What follows belongs to an exercise in optimizing a design on an open flow for small area, a short achievable clock period and few clock cycles; a production flow would make more cautious choices.
RTL that was checked went through simulation tests only; none was proved equivalent to the original.
Power figures rest on the tool's default switching activity, not on a simulated workload.

==> flow/design.v (excerpt) <==
module tpx3_codec (
    input  wire        clk,
    input  wire        rst,
    input  wire        in_valid,
    output wire        in_ready,
    input  wire [7:0]  in_op,
    input  wire [47:0] in_a,
    input  wire [31:0] in_b,
    input  wire [31:0] in_c,
    input  wire [31:0] in_d,
    output wire        out_valid,
    input  wire        out_ready,
    output wire [47:0] out_res,
    output wire        out_err,
    output wire        out_amb
);
Size: ~1,700 cells after synthesis, roughly 160 flip-flops, ~210 I/O pins, roughly 15,000 sq um of cells after synthesis.
==> flow/config.mk <==
export PLATFORM = sky130hd
export DESIGN_NAME = tpx3_codec
export DESIGN_NICKNAME = tpx3_codec
export VERILOG_FILES = /design/flow/design.v
export SDC_FILE = /design/flow/constraint.sdc
export NUM_CORES = 4
export LEC_CHECK = 0
export CAP_MARGIN = 20
export CORE_MARGIN = 2
export CORE_UTILIZATION = 40
export CTS_BUF_LIST = sky130_fd_sc_hd__clkbuf_4 sky130_fd_sc_hd__clkbuf_8
export PLACE_DENSITY = 0.6
export SETUP_SLACK_MARGIN = 4.2
export SLEW_MARGIN = 20
==> flow/constraint.sdc <==
create_clock -name core_clock -period 8.0 [get_ports {clk}]
set_input_delay 1.6000 -clock core_clock [delete_from_list [all_inputs] [get_ports {clk}]]
set_output_delay 1.6000 -clock core_clock [all_outputs]
set_load 0.01 [all_outputs]
standard.sh (not shown) runs the stock make flow with config.mk's settings and CLKGATE_MAP_FILE= SYNTH_SCRIPT=/design/flow/synth_recipe.tcl, a recipe that flattens the netlist after the stock synthesis.
==> flow/flow/run.sh <==
#!/bin/bash
# The standard layout (standard.sh), except that the port buffers are
# buf_2 cells and timing repair may resize any cell to any size, not only to
# cells of the same footprint.  make's full output goes to make.log.
set -euo pipefail
bash standard.sh MATCH_CELL_FOOTPRINT=0 \
    "BUFFER_PORTS_ARGS=-buffer_cell sky130_fd_sc_hd__buf_2" finish > make.log 2>&1
Testbench counts at the start, summed over its fixed seeds: cycles 1,624.
==> next run, changes <==
Settings changed: CORE_UTILIZATION 40 to 45, PLACE_DENSITY 0.6 to 0.65, SETUP_SLACK_MARGIN 4.2 to 4.3.
The new run produced a clean layout.
Register-to-register slack is worse by 0.06 ns.
Count of clock-buffer cells in the layout fell by 1.
Fmax barely changes.
Sequential share of layout area fell by 0.29 points.
Routed wire length rose by 1.4%.
Global-route usage rose by 3.6 points.
Setup slack is better by 0.0038 ns.
Flip-flop and latch count is unchanged.
Die area fell by 11%.
Power rose by 1.6%.

* * *

== job 101 ==
tpx3_codec, a different RTL version from the one above (not shown whole).
For scale: roughly 1600 cells after synthesis, roughly 240 flip-flops, ~210 I/O pins, about 0.017 sq mm of cells after synthesis.
clock: 8.0 ns
lec_check: 0
cap_margin: 20
core_margin: 2
core_utilization: 40
place_density: 0.6
setup_slack_margin: 4
slew_margin: 20
run.sh (not shown) runs the stock make flow with config.mk's settings and CLKGATE_MAP_FILE= SYNTH_SCRIPT=/design/flow/synth_recipe.tcl, a recipe that flattens the netlist after the stock synthesis.
Stock flow here: none of the scripts above is used.
Job 101 went all the way through synthesis, placement and routing and the layout is clean on timing, DRC and antenna.
Edits applied to the flow inputs when going from job 101 to job 102:
- SETUP_SLACK_MARGIN: 4 -> 5
==> flow/flow/run.sh (new file) <==
#!/bin/bash
# The standard layout (standard.sh), except that the port buffers are
# buf_2 cells and timing repair may resize any cell to any size, not only to
# cells of the same footprint.  make's full output goes to make.log.
set -euo pipefail
bash standard.sh MATCH_CELL_FOOTPRINT=0 \
    "BUFFER_PORTS_ARGS=-buffer_cell sky130_fd_sc_hd__buf_2" finish > make.log 2>&1
==> flow/standard.sh (new file) <==
#!/bin/bash
# synth_recipe.tcl (not shown) runs the flow's synth.tcl, then flattens the netlist and writes it again
# the make line also repeats each setting of config.mk as NAME=value (left out here)
make -C /OpenROAD-flow-scripts/flow DESIGN_CONFIG=/design/flow/config.mk WORK_HOME=/design/flow/orfs CLKGATE_MAP_FILE= SYNTH_SCRIPT=/design/flow/synth_recipe.tcl "${@:-finish}"
removed: flow/run.sh
==> comparison <==
Measured against job 101, the routed wire length of job 102 comes out at 1.11 times the reference value.
Note that the post-layout instance count excluding filler cells recorded for job 101 amounts to 0.940 times the value seen in job 102.
As of job 102, non-clock buffer count had risen by more than half compared to job 101.
Looking only at utilization, and setting everything else aside, the lower value of job 101 and job 102 goes to job 101.
Row final setup slack of the worst path: job 102 higher / job 101 lower
No run of this note included a check of the RTL's function; only the layout flow was run.

* * *

## main
RTL: one of the versions met above, not the one the previous note started from.
For scale: about 1,700 cells after synthesis, ~160 flip-flops, about 15,000 µm² of cells after synthesis.
// tpx3_codec
module tpx3_codec (
    input  wire        clk,
    input  wire        rst,
    input  wire        in_valid,
    output wire        in_ready,
    input  wire [7:0]  in_op,
    input  wire [47:0] in_a,
    input  wire [31:0] in_b,
    input  wire [31:0] in_c,
    input  wire [31:0] in_d,
    output wire        out_valid,
    input  wire        out_ready,
    output wire [47:0] out_res,
    output wire        out_err,
    output wire        out_amb
);
    localparam [7:0] OP_ADDR_ENC  = 8'h01;
    localparam [7:0] OP_ADDR_DEC  = 8'h02;
    localparam [7:0] OP_LFSR_STEP = 8'h08;
    localparam [7:0] OP_ENC_TOA   = 8'h10;
    localparam [7:0] OP_DEC_TOA   = 8'h11;
    localparam [7:0] OP_ENC_FTOA  = 8'h12;
    localparam [7:0] OP_DEC_FTOA  = 8'h13;
    localparam [7:0] OP_ENC_TOT   = 8'h14;
    localparam [7:0] OP_DEC_TOT   = 8'h15;
    localparam [7:0] OP_ENC_PC10  = 8'h18;
    localparam [7:0] OP_DEC_PC10  = 8'h19;
    localparam [7:0] OP_PKT_ASM   = 8'h40;
    localparam [7:0] OP_PKT_DIS   = 8'h41;
    localparam [7:0] OP_HIT_DEC   = 8'h43;
    localparam [9:0] TOT_OVV  = 10'h1FF;
    reg        r1_vld, r2_vld;
    reg [47:0] r1_res, r2_res;                    
    reg        r1_err, r1_erb;                    
    reg        r2_err;                            
    reg        r1_amb, r2_amb;
    reg        r1_enc;                            
    reg        r1_dlo, r2_dlo;                    
    reg        r1_dhi, r2_dhi;                    
    reg        r1_glo, r1_ghi;                    
    reg [4:0]  r1_k;                              
  ...
clock: 8.0 ns
lec_check: 0
cap_margin: 20
core_margin: 2
core_utilization: 40
cts_buf_list: sky130_fd_sc_hd__clkbuf_4 sky130_fd_sc_hd__clkbuf_8
place_density: 0.6
setup_slack_margin: 4.45
slew_margin: 20
standard.sh (not shown) runs the stock make flow with config.mk's settings and CLKGATE_MAP_FILE= SYNTH_SCRIPT=/design/flow/synth_recipe.tcl, a recipe that flattens the netlist after the stock synthesis.
==> flow/flow/run.sh <==
#!/bin/bash
# The standard layout (standard.sh), except that the port buffers are
# buf_2 cells and timing repair may resize any cell to any size, not only to
# cells of the same footprint.  make's full output goes to make.log.
set -euo pipefail
bash standard.sh MATCH_CELL_FOOTPRINT=0 \
    "BUFFER_PORTS_ARGS=-buffer_cell sky130_fd_sc_hd__buf_2" finish > make.log 2>&1
main | stages: all done | timing, DRC, antenna: all pass
Testbench counts of main, summed over its fixed seeds: cycles 1,624.
## Diff of input files: the feature branch against main
Settings: swapping 4.45 for 4.6 in SETUP_SLACK_MARGIN.
## What came out
The feature branch against main; sum of routed wire length over all layers is up by a few percent.
From main to the feature branch the numbers moved as follows: post-layout minimum cycle time picked up an extra 0.014 ns; combinational cell fraction of total power rose 5.0 points; worst voltage drop across the vdd grid increased about 34%.
main leaves more setup margin than the feature branch.
The feature branch vs main — switching portion of total power dropped 0.86 points.
The feature branch against main: portion of the layout cell area used by non-clock buffers now sits higher; HPWL after detailed placement now sits higher; area growth from synthesis to layout now sits higher.

* * *

## job 2637
Starting RTL as in the previous note.
clock: 8.0 ns
lec_check: 0
cap_margin: 20
core_margin: 2
core_utilization: 40
cts_buf_list: sky130_fd_sc_hd__clkbuf_4 sky130_fd_sc_hd__clkbuf_8
place_density: 0.6
setup_slack_margin: 4.3
slew_margin: 20
Scripts as last shown in full above: flow/flow/run.sh
Testbench counts of job 2637, summed over its fixed seeds: cycles 1,624.
> inputs changed (job 2637 -> job 6642)
Settings: SETUP_SLACK_MARGIN now 4.1, was 4.3.
Notes after the runs:
Synthesis-to-layout area growth in job 6642 is 1.7 points below job 2637. Comparing job 2637 and job 6642, the higher total met2 wirelength after detailed routing was measured on job 2637. For the buffers plus inverters on the worst setup path, job 6642 came in 2 lower than job 2637 did. Job 2637 → job 6642: combinational group share of total power -0.7 points, post-route minimum period went up, number of cells on the critical path lower. Period utilization: job 6642 vs job 2637 up 2.0 points. Routed via count: job 6642 better than job 2637. Final setup slack of the worst path deteriorates in job 6642 relative to job 2637. The standard cells in job 6642 occupy less silicon area than those in job 2637 do. Cmp job 2637 and job 6642 / net load switching power / lower: job 6642.
Here is what was changed in the inputs of job 1805 compared with job 6642.
Settings: swapping 4.1 for 4.3 in SETUP_SLACK_MARGIN; clearing CTS_BUF_LIST, which used to be sky130_fd_sc_hd__clkbuf_4 sky130_fd_sc_hd__clkbuf_8.
### Flow results
Launch point of the critical path: in_a[8] -> job 1805, in_a[33] -> job 6642. [job 1805] length of routed wiring on met1 rose 2.4% relative to job 6642. Job 1805 and job 6642 ended up with roughly the same sequential power. Job 1805 | stages: all done | timing, DRC, antenna: all pass. Job 1805 vs. job 6642: final critical-path setup slack higher; post-route total power now sits higher.

* * *

Another version of the RTL of tpx3_codec (not shown whole).
Size in the first run: ~1700 cells after synthesis, roughly 210 I/O pins.
Settings: LEC_CHECK=0, CAP_MARGIN=20, CORE_MARGIN=2, CORE_UTILIZATION=40, PLACE_DENSITY=0.6, SETUP_SLACK_MARGIN=4.5, SLEW_MARGIN=20; clock period 8.0 ns.
Scripts as last shown in full above: flow/flow/run.sh
Testbench counts at the start, summed over its fixed seeds: cycles 1,632.
==> next run, changes <==
Settings changed: SETUP_SLACK_MARGIN 4.5 to 5.
=> The changed run finished clean. Wire length went up by about 8%. Sequential power hardly moves. Synthesized cell count does not change. Via count went up by about 4%. Utilization went up by 5.3 points. Setup slack barely changes. Non-clock buffer count went up by 88. Die area stays the same. First-iteration DRC count went down by 18%.
==> next run, changes <==
Settings changed: SETUP_SLACK_MARGIN 5 to 4.
=> Utilization falls by 8.7 points; synthesized area stays the same; combinational power falls by a quarter to a third; cell area falls by about a fifth.
==> next run, changes <==
Settings changed: CTS_BUF_LIST set to sky130_fd_sc_hd__clkbuf_4 sky130_fd_sc_hd__clkbuf_8, SETUP_SLACK_MARGIN 4 to 4.5.
Cell count rises by a few percent.
Sequential share of layout area fell by 1.7 points.
Power came out lower slightly.

* * *

tpx3_codec, a different RTL version from the one above (not shown whole).
For scale: roughly 210 flip-flops, roughly 210 I/O pins, about 16000 µm² of cells after synthesis.
clock: 8.0 ns
lec_check: 0
cap_margin: 20
core_margin: 2
core_utilization: 50
cts_buf_list: sky130_fd_sc_hd__clkbuf_4 sky130_fd_sc_hd__clkbuf_8
place_density: 0.7
setup_slack_margin: 4.5
slew_margin: 20
Scripts as last shown in full above: flow/flow/run.sh
==> next run, changes <==
Settings changed: CORE_UTILIZATION 50 to 40, CTS_BUF_LIST sky130_fd_sc_hd__clkbuf_4 sky130_fd_sc_hd__clkbuf_8 to not set, PLACE_DENSITY 0.7 to 0.6.
What happened: The changed run completed with no timing, DRC or antenna violations. Wire length grows by 2.6%. Clock skew is lower by 0.012 ns. Setup slack improved by 0.024 ns. Total power stays flat. Die area went up by 24%. Global-route usage decreases by 4.0 points. Via count fell by 1.7%. First-iteration DRC count shrinks by 2.4%.
No run of this note included a check of the RTL's function; only the layout flow was run.

* * *

tpx3_codec, a different RTL version from the one above (not shown whole).
For scale: ~1800 cells after synthesis, about 210 I/O pins, roughly 18000 sq um of cells after synthesis.
export LEC_CHECK = 0
export CAP_MARGIN = 20
export CORE_MARGIN = 2
export CORE_UTILIZATION = 40
export PLACE_DENSITY = 0.6
export SETUP_SLACK_MARGIN = 4
export SLEW_MARGIN = 20
create_clock -name core_clock -period 8.0 [get_ports {clk}]
run.sh (not shown) runs the stock make flow with config.mk's settings and CLKGATE_MAP_FILE= SYNTH_SCRIPT=/design/flow/synth_recipe.tcl, a recipe that flattens the netlist after the stock synthesis.
Stock flow here: none of the scripts above is used.
Then changed:
Settings changed: SETUP_SLACK_MARGIN 4 to 5.
- die area is unchanged
- synthesized cell count is unchanged
- synthesized area does not change
- count of clock-buffer cells in the layout climbs by 1
- critical path depth stays the same
- cell area climbs by about 12%
- power climbs by 10%
- clock skew climbs by 0.0037 ns
- wire length climbs by about 9%
- utilization climbs by 6.3 points
No functional check of the RTL was part of any run of this note.

* * *

Another version of the RTL of tpx3_codec (not shown whole).
Size: ~290 flip-flops, roughly 0.018 mm^2 of cells after synthesis.
make LEC_CHECK=0 CAP_MARGIN=20 CORE_MARGIN=2 CORE_UTILIZATION=40 PLACE_DENSITY=0.6 SETUP_SLACK_MARGIN=4 SLEW_MARGIN=20 finish   # period 8.0 ns
The baseline completed without violations.
Change:
Settings changed: SETUP_SLACK_MARGIN 4 to 5.
Sequential cell count does not change.
Combinational power goes up by 35%.
First-iteration DRC count grows by 42%.
Worst setup slack gains 0.20 ns.
Wire length increases by 20%.
Global-route usage came out higher by 3.5 points.
Sequential share of layout area went down by 7.0 points.
Function was not checked in any run of this note: the RTL went through the layout flow alone.

* * *

tpx3_codec, a different RTL version from the one above (not shown whole).
Size: ~1700 cells after synthesis, about 260 flip-flops.
Design tpx3_codec, start of the top module:
module tpx3_codec (
    input  wire        clk,
    input  wire        rst,
    input  wire        in_valid,
    output wire        in_ready,
    input  wire [7:0]  in_op,
    input  wire [47:0] in_a,
    input  wire [31:0] in_b,
    input  wire [31:0] in_c,
    input  wire [31:0] in_d,
    output wire        out_valid,
    input  wire        out_ready,
    output wire [47:0] out_res,
    output wire        out_err,
    output wire        out_amb
);
export LEC_CHECK = 0
export CAP_MARGIN = 20
export CORE_MARGIN = 2
export CORE_UTILIZATION = 40
export PLACE_DENSITY = 0.6
export SETUP_SLACK_MARGIN = 5
export SLEW_MARGIN = 20
create_clock -name core_clock -period 8.0 [get_ports {clk}]
standard.sh (not shown) runs the stock make flow with config.mk's settings and CLKGATE_MAP_FILE= SYNTH_SCRIPT=/design/flow/synth_recipe.tcl, a recipe that flattens the netlist after the stock synthesis.
Scripts as last shown in full above: flow/flow/run.sh
Testbench counts at the start, summed over its fixed seeds: cycles 1,632.
Then changed:
==> flow/run.sh (new file) <==
#!/bin/bash
# synth_recipe.tcl (not shown) runs the flow's synth.tcl, then flattens the netlist and writes it again
# the make line also repeats each setting of config.mk as NAME=value (left out here)
make -C /OpenROAD-flow-scripts/flow DESIGN_CONFIG=/design/flow/config.mk WORK_HOME=/design/flow/orfs CLKGATE_MAP_FILE= SYNTH_SCRIPT=/design/flow/synth_recipe.tcl finish
removed: flow/flow/run.sh
removed: flow/standard.sh
After rerunning:
- The new run completed with no timing, DRC or antenna violations
- count of clock-buffer cells in the layout goes down by 1
- utilization goes up by 1.8 points
- hold slack stays flat
- die area stays the same
- wire length goes up by a few percent
- final area goes up by a few percent
- clock power goes down by a few percent
- via count goes up slightly

-- static timing again, ports no longer ideal --
The flow's constraints put no driver on any port. The routed layouts listed below were extracted and timed again, unchanged, in two steps.
Step 1: set_driving_cell puts a clkbuf_16 on clk and a buf_2 on each other input, an assumption about the parent block.
Step 2, shift: input delay + t, output delay - t, t = (earliest + latest rising clock arrival at the registers) / 2. This alone moves slack from input paths to output paths.
a / b / c = ideal / step 1 / step 2; a / b = the first two.
run	shift t [ns]	slack for setup (ns)	latest minus earliest clock arrival (ns)
the first run of note 1	0.498	4.289 / 4.308 / 3.810	0.021 / 0.021
the second run of note 1	0.506	4.292 / 4.292 / 3.837	0.016 / 0.015
job 101	0.581	4.039 / 4.037 / 3.480	0.028 / 0.028
job 102	0.584	4.330 / 4.296 / 4.250	0.025 / 0.026
main	0.504	4.376 / 4.345 / 3.996	0.024 / 0.023
the feature branch	0.492	4.361 / 4.324 / 4.089	0.019 / 0.019
job 2637	0.514	4.326 / 4.315 / 3.800	0.033 / 0.033
job 6642	0.514	4.164 / 4.162 / 3.677	0.028 / 0.027
job 1805	0.476	4.272 / 4.300 / 3.824	0.019 / 0.019
the first run of note 5	0.589	4.417 / 4.378 / 3.959	0.024 / 0.024
the second run of note 5	0.580	4.415 / 4.361 / 4.101	0.018 / 0.018
the third run of note 5	0.577	4.083 / 4.060 / 3.845	0.031 / 0.031
the fourth run of note 5	0.585	4.417 / 4.378 / 3.957	0.042 / 0.042
the first run of note 6	0.569	4.317 / 4.286 / 4.050	0.020 / 0.020
the second run of note 6	0.579	4.341 / 4.341 / 3.954	0.008 / 0.008
the first run of note 7	0.612	3.555 / 3.555 / 3.420	0.013 / 0.012
the second run of note 7	0.611	3.646 / 3.646 / 3.646	0.016 / 0.015
the first run of note 8	0.628	4.001 / 4.021 / 3.393	0.024 / 0.024
the second run of note 8	0.621	4.202 / 4.200 / 3.588	0.020 / 0.021
the first run of note 9	0.609	4.670 / 4.634 / 4.200	0.013 / 0.013
the second run of note 9	0.609	4.591 / 4.565 / 4.226	0.013 / 0.014
After both steps setup and hold are still met in every run listed. For the second run of note 8, which loses most, drivers alone change the setup slack by -0.002 ns; drivers and shift together by -0.614 ns.
